Background: an optimization exercise with open tools, aiming at a short achievable clock period and few clock cycles. Do not read the settings as production practice.
No run shown here included a check of the RTL's function; only the layout flow was run.
Power is estimated from default activity; no workload was simulated.

==> design/flow/run.sh <==
#!/bin/bash
# synth_recipe.tcl (not shown) runs the flow's synth.tcl, then flattens the netlist and writes it again
# the make line also repeats each setting of config.mk as NAME=value (left out here)
make -C /OpenROAD-flow-scripts/flow DESIGN_CONFIG=/design/flow/config.mk WORK_HOME=/design/flow/orfs CLKGATE_MAP_FILE= SYNTH_SCRIPT=/design/flow/synth_recipe.tcl finish
==> design/flow/config.mk <==
export PLATFORM = sky130hd
export DESIGN_NAME = bv_decoder
export DESIGN_NICKNAME = bv_decoder
export VERILOG_FILES = /design/flow/design.v
export SDC_FILE = /design/flow/constraint.sdc
export NUM_CORES = 4
export LEC_CHECK = 0
export ABC_CLOCK_PERIOD_IN_PS = 2500
export CAP_MARGIN = 20
export CORE_MARGIN = 2
export CORE_UTILIZATION = 40
export SETUP_SLACK_MARGIN = 5
export SLEW_MARGIN = 20
==> design/flow/constraint.sdc <==
create_clock -name core_clock -period 8.0 [get_ports {clk}]
set_input_delay 1.6000 -clock core_clock [delete_from_list [all_inputs] [get_ports {clk}]]
set_output_delay 1.6000 -clock core_clock [all_outputs]
set_load 0.01 [all_outputs]
==> design/flow/design.v <==
module bv_decoder (
    input  wire        clk,
    input  wire        rst,
    input  wire [15:0] width,
    input  wire [15:0] height,
    input  wire        in_valid,
    output wire        in_ready,
    input  wire [31:0] in_data,
    output wire        out_valid,
    input  wire        out_ready,
    output wire [1:0]  out_kind,
    output wire [10:0] out_x,
    output wire [10:0] out_y,
    output wire [15:0] out_pat,
    output wire        fault
);
    localparam [1:0] K_PAT   = 2'd0;
    localparam [1:0] K_INDEX = 2'd1;
    localparam [1:0] K_FLIP  = 2'd2;
    localparam [1:0] T_SLOT  = 2'd0;
    localparam [1:0] T_MOVE  = 2'd1;
    localparam [1:0] T_FLIP  = 2'd2;
    localparam [1:0] T_STEP  = 2'd3;
    localparam integer CAP = 8;      
    function [3:0] low_index;
        input [15:0] m;
        integer i;
        begin
            low_index = 4'd0;
            for (i = 15; i >= 0; i = i - 1)
                if (m[i]) low_index = i[3:0];
        end
    endfunction
    reg  [31:0] iw0, iw1;
    reg         iwp, irp;
    reg  [1:0]  icnt;
    reg         in_ready_r;
    reg  [95:0] bbuf;        
    reg  [6:0]  bcnt;        
    wire        push = in_valid && in_ready_r;
    wire [31:0] word = irp ? iw1 : iw0;
    wire        app  = (icnt != 2'd0) && (bcnt <= 7'd64);
    assign in_ready = in_ready_r;
    wire [1:0] icnt_next = icnt + {1'b0, push} - {1'b0, app};
    always @(posedge clk) begin
        if (in_ready_r) begin
            if (iwp) iw1 <= in_data;
            else     iw0 <= in_data;
        end
        if (rst) begin
            iwp        <= 1'b0;
            irp        <= 1'b0;
            icnt       <= 2'd0;
            in_ready_r <= 1'b1;
        end else begin
            if (push) iwp <= ~iwp;
            if (app)  irp <= ~irp;
            icnt       <= icnt_next;
            in_ready_r <= (icnt_next != 2'd2);
        end
    end
    reg         pst;         
    reg  [15:0] rem;         
    reg  [1:0]  pdir;
    reg         room;        
    wire [95:0] ins = app ? ({64'd0, word} << bcnt) : 96'd0;
    wire [95:0] bb  = bbuf | ins;
    wire [15:0] hmask = bbuf[18:3];
    wire        mnz   = |hmask;
    wire t_st = !pst &  bbuf[0];
    wire t_mv = !pst & !bbuf[0] &  bbuf[1];
    wire t_fl = !pst & !bbuf[0] & !bbuf[1];
    wire t_em = t_st & !mnz;
    wire t_h  = t_st &  mnz;
    wire h_u  = t_h  &  bbuf[19];
    wire h_i  = t_h  & !bbuf[19] &  bbuf[20];
    wire h_n  = t_h  & !bbuf[19] & !bbuf[20];
    wire s_u  = pst  &  bbuf[0];
    wire s_i  = pst  & !bbuf[0] &  bbuf[1];
    wire s_n  = pst  & !bbuf[0] & !bbuf[1];
    wire l2  = s_u;
    wire l10 = s_i;
    wire l12 = t_mv;
    wire l18 = s_n | t_fl;
    wire l19 = t_em;
    wire l21 = h_u;
    wire l29 = h_i;
    wire l37 = h_n;
    wire ok = (l2  & (bcnt >= 7'd2))  | (l10 & (bcnt >= 7'd10)) |
              (l12 & (bcnt >= 7'd12)) | (l18 & (bcnt >= 7'd18)) |
              (l19 & (bcnt >= 7'd19)) | (l21 & (bcnt >= 7'd21)) |
              (l29 & (bcnt >= 7'd29)) | (l37 & (bcnt >= 7'd37));
    wire fire = ok & room;
    wire [95:0] bb_sh = ({96{l2 }} & (bb >> 2))  | ({96{l10}} & (bb >> 10)) |
                        ({96{l12}} & (bb >> 12)) | ({96{l18}} & (bb >> 18)) |
                        ({96{l19}} & (bb >> 19)) | ({96{l21}} & (bb >> 21)) |
                        ({96{l29}} & (bb >> 29)) | ({96{l37}} & (bb >> 37));
    wire [6:0] len = ({7{l2 }} & 7'd2)  | ({7{l10}} & 7'd10) |
                     ({7{l12}} & 7'd12) | ({7{l18}} & 7'd18) |
                     ({7{l19}} & 7'd19) | ({7{l21}} & 7'd21) |
                     ({7{l29}} & 7'd29) | ({7{l37}} & 7'd37);
    wire [6:0] bcnt_in = bcnt + (app ? 7'd32 : 7'd0);
    wire [15:0] rem1  = rem & (rem - 16'd1);
    wire [15:0] hrem1 = hmask & (hmask - 16'd1);
    always @(posedge clk) begin
        if (rst) begin
            bbuf <= 96'd0;
            bcnt <= 7'd0;
            pst  <= 1'b0;
            rem  <= 16'd0;
            pdir <= 2'd0;
        end else begin
            bbuf <= fire ? bb_sh : bb;
            bcnt <= bcnt_in - (fire ? len : 7'd0);
            if (fire) begin
                if (pst) begin
                    rem <= rem1;
                    pst <= |rem1;
                end else if (t_h) begin
                    rem  <= hrem1;
                    pst  <= |hrem1;
                    pdir <= bbuf[2:1];
                end
            end
        end
    end
    reg         tv;
    reg  [1:0]  ttyp;
    reg  [1:0]  tkind;       
    reg         tuni;        
    reg         tpol;        
    reg  [15:0] tfld;        
    reg  [3:0]  tk;          
    reg         tlast;       
    reg  [1:0]  tdir;
    always @(posedge clk) begin
        if (rst) tv <= 1'b0;
        else     tv <= fire;
        ttyp  <= (t_mv) ? T_MOVE : (t_fl) ? T_FLIP : (t_em) ? T_STEP : T_SLOT;
        tkind <= (s_i | h_i) ? K_INDEX : K_PAT;
        tuni  <= s_u | h_u;
        tpol  <= t_h ? bbuf[20] : bbuf[1];
        tfld  <= t_h ? bbuf[36:21] : bbuf[17:2];
        tk    <= pst ? low_index(rem) : low_index(hmask);
        tlast <= pst ? ~(|rem1) : ~(|hrem1);
        tdir  <= pst ? pdir : bbuf[2:1];
    end
    reg  [7:0]  cur_x, cur_y;
    reg         cv;              
    reg         cflip;
    reg  [1:0]  ckind;
    reg  [15:0] cpat;
    reg  [8:0]  ctx, cty;        
    reg         cxn, cyn;        
    wire step = tv && ((ttyp == T_STEP) || (ttyp == T_SLOT && tlast));
    always @(posedge clk) begin
        if (rst) begin
            cur_x <= 8'd0;
            cur_y <= 8'd0;
            cv    <= 1'b0;
        end else begin
            cv <= tv && (ttyp == T_SLOT || ttyp == T_FLIP);
            if (tv && ttyp == T_MOVE) begin
                cur_x <= {3'd0, tfld[4:0]};
                cur_y <= {3'd0, tfld[9:5]};
            end else if (tv && ttyp == T_FLIP) begin
                cur_x <= 8'd0;
                cur_y <= 8'd0;
            end else if (step) begin
                case (tdir)
                    2'd0: cur_x <= cur_x + 8'd1;
                    2'd1: cur_y <= cur_y + 8'd1;
                    2'd2: cur_x <= cur_x - 8'd1;
                    2'd3: cur_y <= cur_y - 8'd1;
                endcase
            end
        end
        cflip <= (ttyp == T_FLIP);
        ckind <= (ttyp == T_FLIP) ? K_FLIP : tkind;
        cpat  <= (ttyp == T_SLOT && tuni) ? {16{tpol}} :
                 (ttyp == T_SLOT && tkind == K_INDEX) ? {8'd0, tfld[7:0]} : tfld;
        ctx   <= (ttyp == T_FLIP) ? 9'd0 : {cur_x[6:0], tk[1:0]};
        cty   <= (ttyp == T_FLIP) ? 9'd0 : {cur_y[6:0], tk[3:2]};
        cxn   <= (ttyp != T_FLIP) && cur_x[7];
        cyn   <= (ttyp != T_FLIP) && cur_y[7];
    end
    reg  [13:0] w4, h4;      
    always @(posedge clk) begin
        w4 <= width[15:2];
        h4 <= height[15:2];
    end
    wire e_in = cflip || (!cxn && !cyn &&
                            ({5'd0, ctx} < w4) && ({5'd0, cty} < h4));
    reg         faulted;
    wire        epush = cv && !faulted && e_in;
    wire        edrop = cv && (faulted || !e_in);
    always @(posedge clk) begin
        if (rst)               faulted <= 1'b0;
        else if (cv && !e_in) faulted <= 1'b1;
    end
    reg  [35:0] fmem [0:CAP-1];
    reg  [2:0]  fwp, frp;
    reg  [3:0]  fcnt;
    reg         ov;
    reg  [1:0]  okind;
    reg  [8:0]  ox, oy;
    reg  [15:0] opat;
    reg         fault_r;
    wire        ofire = ov && out_ready;
    wire        oload = (!ov || out_ready) && (fcnt != 4'd0);
    wire [35:0] fhead = fmem[frp];
    wire [3:0]  fcnt_next = fcnt + {3'd0, epush} - {3'd0, oload};
    wire        ov_next   = oload | (ov & ~out_ready);
    always @(posedge clk) begin
        if (epush) fmem[fwp] <= {ckind, ctx, cty, cpat};
        if (rst) begin
            fwp     <= 3'd0;
            frp     <= 3'd0;
            fcnt    <= 4'd0;
            ov      <= 1'b0;
            fault_r <= 1'b0;
        end else begin
            if (epush) fwp <= fwp + 3'd1;
            if (oload) frp <= frp + 3'd1;
            fcnt    <= fcnt_next;
            ov      <= ov_next;
            fault_r <= (faulted || (cv && !e_in)) && (fcnt_next == 4'd0) && !ov_next;
        end
        if (oload) begin
            okind <= fhead[35:34];
            ox    <= fhead[33:25];
            oy    <= fhead[24:16];
            opat  <= fhead[15:0];
        end
    end
    assign out_valid = ov;
    assign out_kind  = okind;
    assign out_x     = {ox, 2'b00};
    assign out_y     = {oy, 2'b00};
    assign out_pat   = opat;
    assign fault     = fault_r;
    reg  [3:0] occ;
    wire       cret = tv && (ttyp == T_MOVE || ttyp == T_STEP);
    wire [3:0] occ_next = occ + {3'd0, fire} - {3'd0, cret} - {3'd0, edrop} - {3'd0, ofire};
    always @(posedge clk) begin
        if (rst) begin
            occ  <= 4'd0;
            room <= 1'b1;
        end else begin
            occ  <= occ_next;
            room <= (occ_next < CAP);
        end
    end
endmodule
==> flow_metrics.env, run 1 <==
export IMPL_yosys_warnings=1
export IMPL_timing_rr_end="occ[2]$_SDFF_PP0_"
export IMPL_powerDensity_mw_per_mm2=496
export IMPL_leakagePower_nw=18.0
export IMPL_detail_route_antenna_nets=0
export IMPL_tritoncts="yes"
export IMPL_post_route_period_util_pct=49.0
export IMPL_dp_hpwl_mm=91.3
export IMPL_port_buffers=102
export IMPL_muxShareOfSynthArea_pct=12.7
export IMPL_cts_root_buf="clkbuf_16"
export IMPL_via_per_inst=6.86
export IMPL_fin_worst_skew_ps=47.8
export IMPL_dr_wl_met3_mm=20.6
export IMPL_cp_required_ps=8500
export IMPL_cp_cell_sequence="or4_4 > buf_6 > nor4_4 > buf_6 > a2111oi_2 > o32a_1 > o21ai_4 > inv_4 > fa_2 > inv_2 > fa_1 > inv_2 > ha_4 > fa_2 > nor2b_1"
export IMPL_yosysTopAreaCell="edfxtp_1"
export IMPL_grt_overflow=0
export IMPL_dr_wl_met2_mm=73.4
export IMPL_synth_area_mm2=0.0344
export IMPL_start_util_pct=40.3
export IMPL_final_max_slew_viol_count=0
export IMPL_synth_top_area_share_pct=33.9
export IMPL_max_clock_freq_mhz=255
export IMPL_ys_ff_latch=645
export IMPL_intPower_mw=13.8
export IMPL_synth_adder_area_share_pct=2.46
export IMPL_setup_worst_path_end="occ[2]$_SDFF_PP0_"
export IMPL_worst_slew_pin_slew_ps=1440
export IMPL_p_sw_mw=11.4
export IMPL_antenna_found_initial=8
export IMPL_p_seq_share_pct=20.3
export IMPL_post_route_min_period_ps=3920
export IMPL_drive_gt1_share_pct=42.7
export IMPL_die_x_um=297
export IMPL_nets=3830
export IMPL_setup_viol=0
export IMPL_h_tree_depth=3
export IMPL_clock_sinks=645
export IMPL_status="finished clean"
export IMPL_power_frac_comb_pct=65.2
export IMPL_numCtsBuffers=73
export IMPL_grt_pass1_vias=32800
export IMPL_synth_compound_area_share_pct=19.9
export IMPL_hold_worst_slack_ps=457
export IMPL_num_vias=33700
export IMPL_synth_edf_count=388
export IMPL_r2r_slack_ps=4080
export IMPL_synth_top_family_by_area="compound AO/OA/AOI/OAI gates"
export IMPL_postSynthCellCount=3139
export IMPL_vdd_ir_drop_max_mv=0.312
export IMPL_worstPathMaxFanout=5
export IMPL_routed_wl_mm=169
export IMPL_final_hold_violation_count=0
export IMPL_synth_xor_area_share_pct=0.688
export IMPL_cpMaxStageDelayCell="or4_4"
export IMPL_maxCapViolations=0
export IMPL_grt_max_degree=77
export IMPL_first_pass_iters=9
export IMPL_routabilityCongestion=1.01
export IMPL_yosysMostFrequentCell="edfxtp_1"
export IMPL_rows=107
export IMPL_endpoint_kind="flop"
export IMPL_switching_share_pct=45.3
export IMPL_grtUsageTotal_pct=36.3
export IMPL_wire_per_inst_um=34.4
export IMPL_ys_seq_area_share_pct=48.9
export IMPL_core_mm2=0.0851
export IMPL_clk_pin_slew_ps=60
export IMPL_startpoint="bbuf[13]$_SDFF_PP0_"
export IMPL_clkLatencyLatePin_ps=670
export IMPL_layout_cells_non_filler=4910
export IMPL_r2r_start="bbuf[13]$_SDFF_PP0_"
export IMPL_fin_util_pct=59.6
export IMPL_start_kind="flop"
export IMPL_critPathArrivalTime_ps=4420
export IMPL_grt_pass1_wl_mm=236
export IMPL_ys_types=97
export IMPL_synthSimpleGateAreaFrac_pct=11.3
export IMPL_met1_length_mm=60.3
export IMPL_dpl_cell_count=4234
export IMPL_netlist_top_cells_count="edfxtp_1 (388), nor2_1 (294), dfxtp_1 (257), nand2_1 (236), a21oi_1 (194)"
export IMPL_fin_tns_setup_ps=0
export IMPL_cts_hold_buf=0
export IMPL_ios=111
export IMPL_die_y_um=297
export IMPL_highest_layer="met5"
export IMPL_drcViolationCount=0
export IMPL_synth_area_per_cell_um2=10.9
export IMPL_drtIter0Drc=5140
export IMPL_slew_headroom_pct=3.85
export IMPL_cp_slowest_stage_delay_ps=540
export IMPL_hp_class="flop to flop"
export IMPL_die_area_mm2=0.0882
export IMPL_clockBufferDepth=3
export IMPL_rsz0062_at_grt="true"
export IMPL_synth_flop_cell="edfxtp_1"
export IMPL_ys_async_sr_fraction_pct=0
export IMPL_r2r_cells=15
export IMPL_area_growth_pct=47.8
export IMPL_pwr_share_clk_pct=14.5
export IMPL_path_class="flop to flop"
export IMPL_synth_top_cells_by_area="edfxtp_1 (34%), dfxtp_1 (15%), mux4_2 (7.8%)"
## worst min path at each step
stage	depth (start not counted)	endpoint	from	slack, ps
floorplan	1	cpat[10]$_DFF_P_	tfld[10]$_DFF_P_	400
global placement	1	cty[1]$_SDFF_PP0_	tk[3]$_DFF_P_	430
detailed placement	1	ctx[1]$_SDFF_PP0_	tk[1]$_DFF_P_	430
CTS	2	tdir[0]$_DFF_P_	pdir[0]$_SDFFE_PP0P_	450
global route	1	cpat[10]$_DFF_P_	tfld[10]$_DFF_P_	470
finish	1	cpat[11]$_DFF_P_	tfld[11]$_DFF_P_	460
## flip-flops by register name (all words and copies together), names as in the netlist, 3 cells and up
name / flops
h4: 14
opat: 16
frp: 3
iw0: 32
occ: 4
tk: 4
oy: 9
cty: 9
cur_x: 8
fcnt: 4
fmem: 288
w4: 14
bcnt: 7
fwp: 3
bbuf: 96
cur_y: 8
ox: 9
rem: 15
ctx: 9
iw1: 32
tfld: 16
cpat: 16
## layout by cell type (no fill, tap or decap), drive strengths merged, types with 50 or more instances in the layout
cell,n
clkbuf,108
ha,50
o21ai,110
clkdlybuf4s50,62
mux2,85
mux2i,72
a221oi,88
a211oi,62
dfxtp,257
a21oi,197
nor2,294
buf,624
nor3,74
o22ai,113
o221ai,59
inv,65
nand2,236
edfxtp,388
mux4,119
## power by group through the flow
stage,combinational [mW],clock (mW),sequential [mW]
finish,16.4,3.65,5.12
global route,16.6,3.80,5.19
CTS,13.7,3.66,5.06
detailed placement,9.05,0,5.16
global placement,9.00,0,5.12
floorplan,5.74,0,4.78
## worst max-delay path, delay by kind of cell (launching register included)
family | cells | cell delay [ps]
flops | 1 | 350
fa+ha+maj | 4 | 1310
buf+inv | 5 | 530
compound gates | 3 | 640
simple gates | 3 | 930
## cell type report
cell class | count | area, µm²
well taps | 1144 | 1430
clock buffers | 96 | 2100
repair buffers | 745 | 9210
clock inverters | 38 | 554
diodes | 3 | 7.51
multi-input cells | 2172 | 20300
inverters | 67 | 274
flip-flops and latches | 645 | 16900
fillers | 6667 | 34400
## repair_timing
item,CTS,global route
resized for setup,846,340
setup buffers,338,124
cloned,60,16
setup endpoints to repair,465,440
pin swaps,242,187
## kinds of logic (layout without fill, tap and decap cells)
family                     count (synthesis)  in the layout
muxes                                    276            276
DFF                                      645            645
xor gates and xnor gates                  27             27
buffers and inverters                    326            946
other                                      1              7
adders and majority gates                 64             64
and+or+nand+nor                          843            843
AOI/OAI and AO/OA                        957            958
## layer usage
layer,global-route usage (%),up-vias
li1,-,13500
met1,44.2,16600
met2,54.9,2686
met3,12.2,923
met4,23.3,12
met5,0.216,-
## metrics by stage
| step | power, mW | area [µm²] | worst slack [ps] |
|---|---|---|---|
| 6_report | 25.2 | 50800 | 4080 |
| 5_1_grt | 25.5 | 50800 | 4020 |
| 4_1_cts | 22.4 | 47700 | 4130 |
| 3_5_place_dp | 14.2 | 36900 | 2740 |
| 3_3_place_gp | 14.1 | 36900 | 2830 |
| 2_1_floorplan | 10.5 | 34800 | 3880 |
==> inputs of run 2 (changes only) <==
--- a/design/flow/config.mk
+++ b/design/flow/config.mk
@@ -7,3 +7,2 @@
 export LEC_CHECK = 0
-export ABC_CLOCK_PERIOD_IN_PS = 2500
 export CAP_MARGIN = 20
@@ -11,3 +10,2 @@
 export CORE_UTILIZATION = 40
-export SETUP_SLACK_MARGIN = 5
 export SLEW_MARGIN = 20
==> flow_metrics.env, run 2 <==
export IMPL_dpl_cell_count=4230
export IMPL_post_route_min_period_ps=5000
export IMPL_setup_worst_path_end="bbuf[38]$_SDFF_PP0_"
export IMPL_path_class="flop to flop"
export IMPL_largest_reg_flops=288
export IMPL_critPathArrivalTime_ps=5460
export IMPL_start_util_pct=40.3
export IMPL_setup_slack_ps=3000
export IMPL_leakagePower_nw=13.3
export IMPL_nets=3290
export IMPL_grt_pass1_vias=28000
export IMPL_routed_wl_mm=128
export IMPL_dp_hpwl_mm=83.8
export IMPL_detail_route_antenna_nets=0
export IMPL_antenna_found_initial=3
export IMPL_clkLatencyLatePin_ps=660
export IMPL_grt_max_degree=122
export IMPL_cp_slowest_stage_delay_ps=1080
export IMPL_rows=107
export IMPL_vdd_ir_drop_max_mv=0.367
export IMPL_grt_pass1_wl_mm=190
export IMPL_status="finished clean"
export IMPL_routabilityCongestion=1.02
export IMPL_slew_headroom_pct=10.5
export IMPL_die_x_um=297
export IMPL_reg_top3="fmem x288, bbuf x96"
export IMPL_layout_commonest_cell="edfxtp_1"
export IMPL_timing_rr_end="bbuf[38]$_SDFF_PP0_"
export IMPL_cts_root_buf="clkbuf_16"
export IMPL_startpoint="irp$_SDFFE_PP0P_"
export IMPL_rsz0062_at_grt="false"
export IMPL_die_y_um=297
export IMPL_pre_cts_ws_ps=3110
export IMPL_final_hold_violation_count=0
export IMPL_start_kind="flop"
export IMPL_r2r_cells=10
export IMPL_synth_flop_cell="edfxtp_1"
export IMPL_yosysTopAreaCell="edfxtp_1"
export IMPL_r2r_start="irp$_SDFFE_PP0P_"
export IMPL_core_mm2=0.0851
export IMPL_tritoncts="yes"
export IMPL_maxCapViolations=0
export IMPL_wire_per_inst_um=29.4
export IMPL_cts_hold_buf=0
export IMPL_hp_class="flop to flop"
export IMPL_post_route_period_util_pct=62.5
export IMPL_setup_viol=0
export IMPL_num_vias=29200
export IMPL_clock_sinks=645
export IMPL_netlist_top_cells_count="edfxtp_1 (388), nor2_1 (294), dfxtp_1 (257), nand2_1 (236), a21oi_1 (194)"
export IMPL_port_buffers=102
export IMPL_via_per_inst=6.67
export IMPL_synth_edf_count=388
export IMPL_ys_ff_latch=645
export IMPL_drcViolationCount=0
export IMPL_cp_required_ps=8460
export IMPL_die_area_mm2=0.0882
export IMPL_cp_cell_sequence="buf_4 > nand2b_1 > a2bb2o_1 > o31ai_1 > o211ai_1 > nand2b_1 > a2bb2oi_1 > o211ai_1 > a221oi_1 > a311oi_1"
export IMPL_endpoint_kind="flop"
export IMPL_max_clock_freq_mhz=200
export IMPL_grtUsageTotal_pct=28.4
export IMPL_synth_top_cells_by_area="edfxtp_1 (34%), dfxtp_1 (15%), mux4_2 (7.8%)"
export IMPL_holdPathStages=1
export IMPL_clockBufferDepth=3
export IMPL_layout_cells_non_filler=4370
export IMPL_r2r_slack_ps=3000
export IMPL_first_pass_iters=10
export IMPL_grt_overflow=0
export IMPL_cpMaxStageDelayCell="o31ai_1"
export IMPL_drtIter0Drc=4662
export IMPL_ios=111
export IMPL_worstPathMaxFanout=52
export IMPL_postSynthCellCount=3139
export IMPL_area_growth_pct=14.2
export IMPL_drive_gt1_share_pct=15.8
export IMPL_worst_slew_pin_slew_ps=1330
export IMPL_final_max_slew_viol_count=0
export IMPL_powerDensity_mw_per_mm2=453
export IMPL_fin_worst_skew_ps=46.9
export IMPL_h_tree_depth=3
export IMPL_synth_area_per_cell_um2=10.9
export IMPL_synth_area_mm2=0.0344
export IMPL_final_cell_mix="edfxtp_1 (388), nor2_1 (290), dfxtp_1 (249), nand2_1 (233), a21oi_1 (192)"
export IMPL_largest_register="fmem"
export IMPL_fin_util_pct=46.1
export IMPL_ys_types=97
export IMPL_clk_pin_slew_ps=60
export IMPL_yosys_warnings=1
export IMPL_total_power_mw=17.8
export IMPL_ys_async_sr_fraction_pct=0
export IMPL_numCtsBuffers=73
export IMPL_post_cts_setup_buffers=0
export IMPL_fin_tns_setup_ps=0
export IMPL_yosysMostFrequentCell="edfxtp_1"
export IMPL_ctsResizeCount=0
export IMPL_synth_top_area_share_pct=33.9
export IMPL_ys_seq_area_share_pct=48.9
run 2: cell counts after synthesis:
No cell type changed its count.
run 2: worst min-delay path by stage:
stage	startpoint	endpoint	slack, ps
final	tfld[11]$_DFF_P_	cpat[11]$_DFF_P_	420
after global routing	tfld[11]$_DFF_P_	cpat[11]$_DFF_P_	450
after CTS	tfld[11]$_DFF_P_	cpat[11]$_DFF_P_	430
after detailed placement	tfld[11]$_DFF_P_	cpat[11]$_DFF_P_	410
after global placement	tfld[11]$_DFF_P_	cpat[11]$_DFF_P_	410
after floorplan	tfld[10]$_DFF_P_	cpat[10]$_DFF_P_	400
run 2: worst max-delay path, delay by kind of cell (launching register included):
kind | cells | cell delay (ps)
AO/OA/AOI/OAI | 7 | 3040
AND/OR/NAND/NOR | 2 | 670
buffers and inverters | 1 | 540
flip-flops | 1 | 530
run 2: final cells by class:
type | instances | area [µm²]
Clock buffer | 97 | 2070
Sequential cell | 645 | 16800
Timing Repair Buffer | 206 | 1820
Multi-Input combinational cell | 2171 | 16300
Antenna cell | 1 | 2.50
Inverter | 67 | 251
Fill cell | 7942 | 45900
Tap cell | 1144 | 1430
Clock inverter | 39 | 510
run 2: cells by family after synthesis:
| group | after synthesis | synth area share [%] |
|---|---|---|
| and+or+nand+nor | 843 | 11.3 |
| xor gates and xnor gates | 27 | 0.688 |
| buffers and inverters | 326 | 4.04 |
| DFF | 645 | 48.9 |
| adders and majority gates | 64 | 2.46 |
| muxes | 276 | 12.7 |
| AOI/OAI and AO/OA | 957 | 19.9 |
| other | 1 | 0.0109 |
run 2: metal layers:
metal / routed length (µm) / share of wire (%) / global-route usage [%]
met1: 50100 / 39 / 37.4
met2: 54800 / 43 / 41.9
met3: 15400 / 12 / 8.75
met4: 8050 / 6.3 / 14.9
met5: 48 / 0.037 / 0
run 2: power breakdown:
group | internal [mW] | total [mW] | switching, mW
Clock | 2.11 | 3.55 | 1.44
Combinational | 3.07 | 9.18 | 6.10
Sequential | 4.37 | 5.06 | 0.693
Total | 9.55 | 17.8 | 8.24
run 2: per-stage QoR:
step / hold WS, ps / cell area, µm²
4_1_cts: 429 / 39200
6_report: 425 / 39200
5_1_grt: 446 / 39200
3_3_place_gp: 411 / 36600
3_5_place_dp: 412 / 36600
2_1_floorplan: 403 / 34400

afterwards: timing with drivers on the ports:
The flow's constraints put no driver on any port. The routed layouts listed below were extracted and timed again, unchanged, in two steps. Step 1 sets driving cells, clkbuf_16 on the clock port and buf_2 on the other inputs (assumed; they add their load-dependent delay and slew). Step 2 moves the port delays by t, midway between the first and last clock arrival at a register: inputs arrive t later, outputs are due t later. That takes back most of the time a late clock gives input paths. Three values: no drivers, after step 1, after step 2; two values: the first two.
run | shift t [ns] | slack for setup (ns) | worst slew at a driven data input, ns
run 1 | 0.721 | 4.084 / 4.084 / 3.594 | 0.09
run 2 | 0.713 | 2.998 / 2.998 / 2.998 | 0.09
After both steps setup and hold are still met in every run listed. The setup slack of run 1, which loses most, moves by 0.000 ns with the drivers and by -0.490 ns with both steps.
